From an optimization exercise on the open Yosys and OpenROAD flow, aimed at small area; shortcuts taken in it are not production practice. At most, simulation tests tie the RTL to the original design; equivalence was not proved. Power is estimated from default activity; no workload was simulated.

// remimo_core
module remimo_core (
    input  wire        clk,
    input  wire        rst,         
    output wire        mem_req,
    output wire        mem_we,
    output wire [15:0] mem_addr,
    output wire [15:0] mem_wdata,
    input  wire        mem_ready,
    input  wire [15:0] mem_rdata,
    output wire        halted,
    output wire [1:0]  cause,       
    output wire [15:0] pc,
    output wire [15:0] r0,
    output wire [15:0] r1,
    output wire [15:0] r2,
    output wire [15:0] r3,
    output wire [3:0]  flags        
);
For scale: about 630 cells after synthesis, roughly 140 I/O pins, ~6000 µm² of cells after synthesis.
clock: 10.0 ns
lec_check: 0
abc_area: 1
cap_margin: 20
core_margin: 2
core_utilization: 40
slew_margin: 20
run.sh (not shown) runs the stock make flow with config.mk's settings and CLKGATE_MAP_FILE= SYNTH_SCRIPT=/design/flow/synth_recipe.tcl, a recipe that flattens the netlist after the stock synthesis.
The baseline completed with no timing, DRC or antenna violations.
Rerun with:
==> flow/flow/run.sh (new file) <==
#!/bin/bash
# Standard ORFS layout (the standard.sh) with two changes to how it is built:
# every port is buffered by the smallest buffer cell, and the clock tree uses
# small buffers, larger sink clusters and no dummy loads.
set -euo pipefail
export BUFFER_PORTS_ARGS="-buffer_cell sky130_fd_sc_hd__buf_1"
export CTS_ARGS="-sink_clustering_enable -repair_clock_nets -buf_list sky130_fd_sc_hd__clkbuf_8 -dont_use_dummy_load -sink_clustering_size 30 -sink_clustering_max_diameter 100"
bash standard.sh > standard_flow.log 2>&1
==> flow/standard.sh (new file) <==
#!/bin/bash
# synth_recipe.tcl (not shown) runs the flow's synth.tcl, then flattens the netlist and writes it again
# the make line also repeats each setting of config.mk as NAME=value (left out here)
make -C /OpenROAD-flow-scripts/flow DESIGN_CONFIG=/design/flow/config.mk WORK_HOME=/design/flow/orfs CLKGATE_MAP_FILE= SYNTH_SCRIPT=/design/flow/synth_recipe.tcl "${@:-finish}"
removed: flow/run.sh
Outcome:
- The new run passed the timing, design-rule and antenna checks
- setup slack improved by 0.39 ns
- synthesized cell count stays the same
- die area stays the same
- hold slack is about the same
- final area fell by 15%
- wire length fell by 2.7%
- non-clock buffer count is unchanged
- first-iteration DRC count rose by 22%
- clock skew rose by 0.021 ns
- global-route usage fell by 0.72 points
Rerun with:
==> flow/run.sh (new file) <==
#!/bin/bash
# synth_recipe.tcl (not shown) runs the flow's synth.tcl, then flattens the netlist and writes it again
# the make line also repeats each setting of config.mk as NAME=value (left out here)
make -C /OpenROAD-flow-scripts/flow DESIGN_CONFIG=/design/flow/config.mk WORK_HOME=/design/flow/orfs CLKGATE_MAP_FILE= SYNTH_SCRIPT=/design/flow/synth_recipe.tcl finish
- ABC_AREA: 1 -> default
removed: flow/flow/run.sh
removed: flow/standard.sh
The new run went through all stages and came out clean.
Total power rose by 0.74%.
Sequential power came out lower by 17%.
Worst hold slack hardly moves.
Routed wire length is about the same.
Design area came out higher by 18%.
Worst setup slack loses 1.1 ns.
Non-clock buffer count increases by 2.
Global-route usage fell by 0.12 points.
Rerun with:
==> flow/flow/run.sh (new file) <==
#!/bin/bash
# Standard ORFS layout, with every port buffered by the smallest buffer cell.
set -euo pipefail
export BUFFER_PORTS_ARGS="-buffer_cell sky130_fd_sc_hd__buf_1"
bash standard.sh > standard_flow.log 2>&1
==> flow/standard.sh (new file) <==
#!/bin/bash
# synth_recipe.tcl (not shown) runs the flow's synth.tcl, then flattens the netlist and writes it again
# the make line also repeats each setting of config.mk as NAME=value (left out here)
make -C /OpenROAD-flow-scripts/flow DESIGN_CONFIG=/design/flow/config.mk WORK_HOME=/design/flow/orfs CLKGATE_MAP_FILE= SYNTH_SCRIPT=/design/flow/synth_recipe.tcl "${@:-finish}"
- ABC_AREA: default -> 1
- CTS_BUF_LIST: default -> sky130_fd_sc_hd__clkbuf_4
removed: flow/run.sh
Outcome: The new run ran to the end with no violations; setup slack is better by 0.97 ns; total power increases by 1.5%; non-clock buffer count decreases by 2.
Rerun with:
==> flow/flow/run.sh (replaced) <==
#!/bin/bash
# Standard ORFS layout (the standard.sh) with two changes to how it is built:
# every port is buffered by the smallest buffer cell, and the clock tree uses
# small buffers, larger sink clusters and no dummy loads.
set -euo pipefail
export BUFFER_PORTS_ARGS="-buffer_cell sky130_fd_sc_hd__buf_1"
export CTS_ARGS="-sink_clustering_enable -repair_clock_nets -buf_list sky130_fd_sc_hd__clkbuf_4 -dont_use_dummy_load -sink_clustering_size 20 -sink_clustering_max_diameter 60"
bash standard.sh > standard_flow.log 2>&1
- CTS_BUF_LIST: sky130_fd_sc_hd__clkbuf_4 -> default
Non-clock buffer count does not change.
Cell area drops by about 2.4%.
Utilization drops by 1.1 points.
Total power went down by about 6%.
Hold slack barely changes.
Routed wire length is about the same.
Rerun with:
==> flow/run.sh (new file) <==
#!/bin/bash
# synth_recipe.tcl (not shown) runs the flow's synth.tcl, then flattens the netlist and writes it again
# the make line also repeats each setting of config.mk as NAME=value (left out here)
make -C /OpenROAD-flow-scripts/flow DESIGN_CONFIG=/design/flow/config.mk WORK_HOME=/design/flow/orfs CLKGATE_MAP_FILE= SYNTH_SCRIPT=/design/flow/synth_recipe.tcl finish
- CTS_BUF_LIST: default -> sky130_fd_sc_hd__clkbuf_4
removed: flow/flow/run.sh
removed: flow/standard.sh
=>
- design area rose by about 15%
- power rose by 18%
- hold slack improves by 0.011 ns
- combinational power rose by about 27%
- global-route usage rose by 0.54 points
No functional check of the RTL was part of any run of this note.


## cedar
remimo_core, a different RTL version from the one above (not shown whole).
Size: roughly 430 cells after synthesis, roughly 140 I/O pins, roughly 5300 sq um of cells after synthesis.
Design remimo_core, start of the top module:
module remimo_core (
    input  wire        clk,
    input  wire        rst,         
    output wire        mem_req,
    output wire        mem_we,
    output wire [15:0] mem_addr,
    output wire [15:0] mem_wdata,
    input  wire        mem_ready,
    input  wire [15:0] mem_rdata,
    output wire        halted,
    output wire [1:0]  cause,       
    output wire [15:0] pc,
    output wire [15:0] r0,
    output wire [15:0] r1,
    output wire [15:0] r2,
    output wire [15:0] r3,
    output wire [3:0]  flags        
);
    localparam S_INIT  = 4'd0;
    localparam S_FETCH = 4'd1;
    localparam S_EXEC  = 4'd2;
    localparam S_ACC   = 4'd3;
    localparam S_P2    = 4'd4;
    localparam S_REST  = 4'd5;
    localparam S_LS1   = 4'd7;
    localparam S_HPC   = 4'd9;       
    localparam S_HOP   = 4'd10;      
    localparam S_HEA   = 4'd11;      
    reg [3:0]  state;
    reg [3:0]  cnt;
    reg [15:0] pc_q, t;
    reg [15:0] x0, x1, x2, x3;
    reg [1:0]  lrd, lrs;
    reg        lst;                  
    reg        c;                    
    reg        pcc;                  
    reg        fc, fn, fv, fz;
    wire init  = (state == S_INIT);
    wire fetch = (state == S_FETCH);
    wire exec  = (state == S_EXEC);
    wire acc   = (state == S_ACC);
    wire p2    = (state == S_P2);
    wire rest  = (state == S_REST);
    wire ls1   = (state == S_LS1);
    wire [3:0] op     = t[15:12];
    wire       is_alu = (op[3:2] == 2'b00);
    wire       is_ls  = ls1;
    wire       is_sh  = (op == 4'd6);
    wire       is_mvi = (op == 4'd7);
    wire       is_b   = (op == 4'd8);
    wire       is_bc  = (op == 4'd9);
    wire       immf   = (lrd == lrs);
    wire       first  = (cnt == 4'd0);
  ...
Settings: LEC_CHECK=0, ABC_AREA=1, CAP_MARGIN=0, CORE_MARGIN=2, CORE_UTILIZATION=65, SLEW_MARGIN=0; clock period 10.0 ns.
standard.sh (not shown) runs the stock make flow with config.mk's settings and CLKGATE_MAP_FILE= SYNTH_SCRIPT=/design/flow/synth_recipe.tcl, a recipe that flattens the netlist after the stock synthesis.
==> flow/flow/run.sh <==
#!/bin/bash
# The standard ORFS layout (standard.sh), built with these changes:
#  - synthesis: the standard flow's own synthesis script, but Yosys's abc maps the logic
#    with flow/area.abc (an area-oriented script) and adders are left to abc;
#    the registers, their names and cell types are those of the standard
#    synthesis.
#  - every port is buffered with the smallest buffer cell;
#  - the clock tree uses small buffers and no dummy loads.
# Each tool's output goes to its own log here and under orfs/logs.
set -euo pipefail
W=$PWD
export BUFFER_PORTS_ARGS="-buffer_cell sky130_fd_sc_hd__buf_1"
export CTS_ARGS="-sink_clustering_enable -repair_clock_nets -buf_list sky130_fd_sc_hd__clkbuf_4 -dont_use_dummy_load -sink_clustering_size 20 -sink_clustering_max_diameter 60"
{
  head -n 1 synth_recipe.tcl
  echo "proc abc {args} { set i [lsearch -exact \$args -script]; if {\$i >= 0} { lset args [expr {\$i + 1}] $W/flow/area.abc }; yosys abc {*}\$args }"
  tail -n +2 synth_recipe.tcl
} > flow_synth.tcl
sed "s#SYNTH_SCRIPT=[^ ]*#SYNTH_SCRIPT=$W/flow_synth.tcl ADDER_MAP_FILE=#" standard.sh > flow_standard.sh
bash flow_standard.sh > standard_flow.log 2>&1
==> flow/flow/area.abc <==
strash
&get -n
&fraig -x
&put
scorr
dc2
dretime
strash
&get -n
&dch -f
&nf -R 1000
&put
cedar reached the final stage; the timing, design-rule and antenna checks on its layout passed.
Changes in oak relative to cedar:
==> flow/flow/area.abc <==
strash
&get -n
&deepsyn -T 30
&put
&get -n
&dch -f
&nf -R 1000
&put
Notes after the runs:
Side by side, pin count of the biggest net entering global routing turned out higher in oak than in cedar.
Cmp cedar and oak / total power / lower: oak
On cell area after technology mapping, the higher figure sits with cedar, not oak.
Die extent in y across cedar and oak: no real change.
cedar → oak: worst slew slack as a fraction of its limit climbed 3.9 points; flip-flop and latch count roughly the same; compound-gate portion of the synthesized area shrank by 1.8 points; global-route wire length before repair increased 150 um.
Summary of the comparison: number of global-route vias before repair is higher in oak, relative to cedar.
oak reports its critical setup path kind as register to output pin while cedar reports register to register.
oak vs. cedar: sequential power lost about 46%, share of power burned in registers saw an increase.
No functional check of the RTL was part of any run of this note.


remimo_core, a different RTL version from the one above (not shown whole).
Size in the first run: about 490 cells after synthesis, ~110 flip-flops, about 5200 um^2 of cells after synthesis.
Settings: LEC_CHECK=0, ABC_AREA=1, CAP_MARGIN=0, CORE_MARGIN=2, CORE_UTILIZATION=50, SLEW_MARGIN=0; clock period 10.0 ns.
==> flow/flow/run.sh <==
#!/bin/bash
# The standard ORFS layout (standard.sh), built with these changes:
#  - synthesis: the standard flow's own synthesis script (synth_recipe.tcl), except that
#    Yosys's abc maps the logic with each of the area-oriented scripts
#    flow/a*.abc and keeps the smallest result (flow/abc_best.tcl), and
#    adders are left to abc. Registers, their names and cell types are
#    those of the standard synthesis.
#  - every port is buffered with the smallest buffer cell;
#  - the clock tree uses small buffers and no dummy loads.
# The flow's output goes to standard_flow.log here; each ORFS step keeps
# its own log under orfs/logs.
set -euo pipefail
W=$PWD
export BUFFER_PORTS_ARGS="-buffer_cell sky130_fd_sc_hd__buf_1"
export CTS_ARGS="-sink_clustering_enable -repair_clock_nets -buf_list sky130_fd_sc_hd__clkbuf_4 -dont_use_dummy_load -sink_clustering_size 20 -sink_clustering_max_diameter 60"
mkdir -p "$W/abc_best"
{
  head -n 1 synth_recipe.tcl
  echo "set ::abc_best_scripts [list $(ls "$W"/flow/a*.abc | tr '\n' ' ')]"
  echo "set ::abc_best_dir $W/abc_best"
  echo "source $W/flow/abc_best.tcl"
  tail -n +2 synth_recipe.tcl
} > flow_synth.tcl
sed "s#SYNTH_SCRIPT=[^ ]*#SYNTH_SCRIPT=$W/flow_synth.tcl ADDER_MAP_FILE=#" standard.sh > flow_standard.sh
bash flow_standard.sh > standard_flow.log 2>&1
==> flow/flow/a9.abc <==
strash
&get -n
&deepsyn -T 30 -S 1
&put
dch -f
amap
topo
==> flow/flow/a91.abc <==
strash
&get -n
&deepsyn -T 30 -S 5
&put
dch -f
amap
topo
==> flow/flow/a92.abc <==
strash
dch -f
amap
topo
==> flow/flow/abc_best.tcl <==
# Yosys's abc, run with each script in $::abc_best_scripts on the same
# design; the smallest mapped result (by liberty cell area) is kept. A
# result smaller than 90% of the first script's is taken as a failed
# mapping and skipped.
proc abc {args} {
  set lib ""
  set i [lsearch -exact $args -liberty]
  if {$i >= 0} { set lib [lindex $args [expr {$i + 1}]] }
  set s [lsearch -exact $args -script]
  yosys design -save abc_pre
  set best ""
  set best_area 1e18
  set k 0
  foreach script $::abc_best_scripts {
    yosys design -load abc_pre
    set a $args
    lset a [expr {$s + 1}] $script
    if {[catch {yosys abc {*}$a} err]} { puts "abc_best: $script failed: $err"; incr k; continue }
    set f $::abc_best_dir/abc_stat_$k.txt
    yosys tee -q -o $f stat -liberty $lib
    set fh [open $f r]; set txt [read $fh]; close $fh
    if {[regexp {Chip area for module [^:]*: ([0-9.eE+]+)} $txt -> area]} {
      puts "abc_best: [file tail $script] area $area"
      if {$k == 0} { set first_area $area }
      if {$k > 0 && $area < 0.9 * $first_area} {
        puts "abc_best: [file tail $script] skipped"
      } elseif {$area < $best_area} {
        set best_area $area
        set best $k
        yosys design -save abc_best_$k
      }
    }
    incr k
  }
  puts "abc_best: keeping result $best (area $best_area)"
  yosys design -load abc_best_$best
}
Other scripts of this flow, unchanged in this note and not shown: flow/flow/a1.abc, flow/flow/a2.abc, flow/flow/a3.abc, flow/flow/a4.abc, flow/flow/a5.abc, flow/flow/a6.abc, flow/flow/a7.abc, flow/flow/a8.abc
Edit:
--- a/flow/flow/abc_best.tcl
+++ b/flow/flow/abc_best.tcl
@@ -2,3 +2 @@
-# design; the smallest mapped result (by liberty cell area) is kept. A
-# result smaller than 90% of the first script's is taken as a failed
-# mapping and skipped.
+# design; the smallest mapped result (by liberty cell area) is kept.
@@ -24,4 +22 @@
-      if {$k == 0} { set first_area $area }
-      if {$k > 0 && $area < 0.9 * $first_area} {
-        puts "abc_best: [file tail $script] skipped"
-      } elseif {$area < $best_area} {
+      if {$area < $best_area} {
removed: flow/flow/a9.abc
removed: flow/flow/a91.abc
removed: flow/flow/a92.abc
Outcome: Via count falls by roughly a tenth. Routed wire length falls by a little under a tenth. Global-route usage falls by 1.5 points. Total power falls by a few percent. Non-clock buffer count falls by 2. Setup slack improves by 610 ps. Area after synthesis rises slightly.

==> static timing again, ports no longer ideal <==
In the flow no input, the clock included, has a driving cell. The finished layouts below were timed again as built, in two steps.
Step 1 assumes that a clkbuf_16 drives the clock port and a buf_2 every other input.
Step 2 also shifts input and output timing later by t, the mid clock arrival at the registers, as if the neighbouring blocks saw the same clock.
a / b / c = ideal / step 1 / step 2; a / b = the first two.
run | shift t [ns] | slack for setup (ns) | pins driven straight from the clock port
the first run of note 1 | 0.450 | 5.990 / 5.949 / 6.250 | 1
the second run of note 1 | 0.466 | 6.375 / 6.337 / 6.416 | 1
the third run of note 1 | 0.447 | 5.291 / 5.291 / 5.291 | 1
the fourth run of note 1 | 0.554 | 6.261 / 6.226 / 6.423 | 1
the fifth run of note 1 | 0.552 | 6.285 / 6.248 / 6.431 | 1
the sixth run of note 1 | 0.564 | 5.859 / 5.823 / 6.268 | 1
cedar | 0.542 | 5.971 / 5.971 / 5.971 | 1
oak | 0.524 | 6.024 / 5.994 / 5.536 | 1
the first run of note 3 | 0.510 | 5.366 / 5.366 / 5.366 | 1
the second run of note 3 | 0.528 | 5.972 / 5.937 / 6.198 | 1
After both steps every run listed still meets setup and hold. For oak, which loses most, drivers alone change the setup slack by -0.030 ns; drivers and shift together by -0.488 ns.
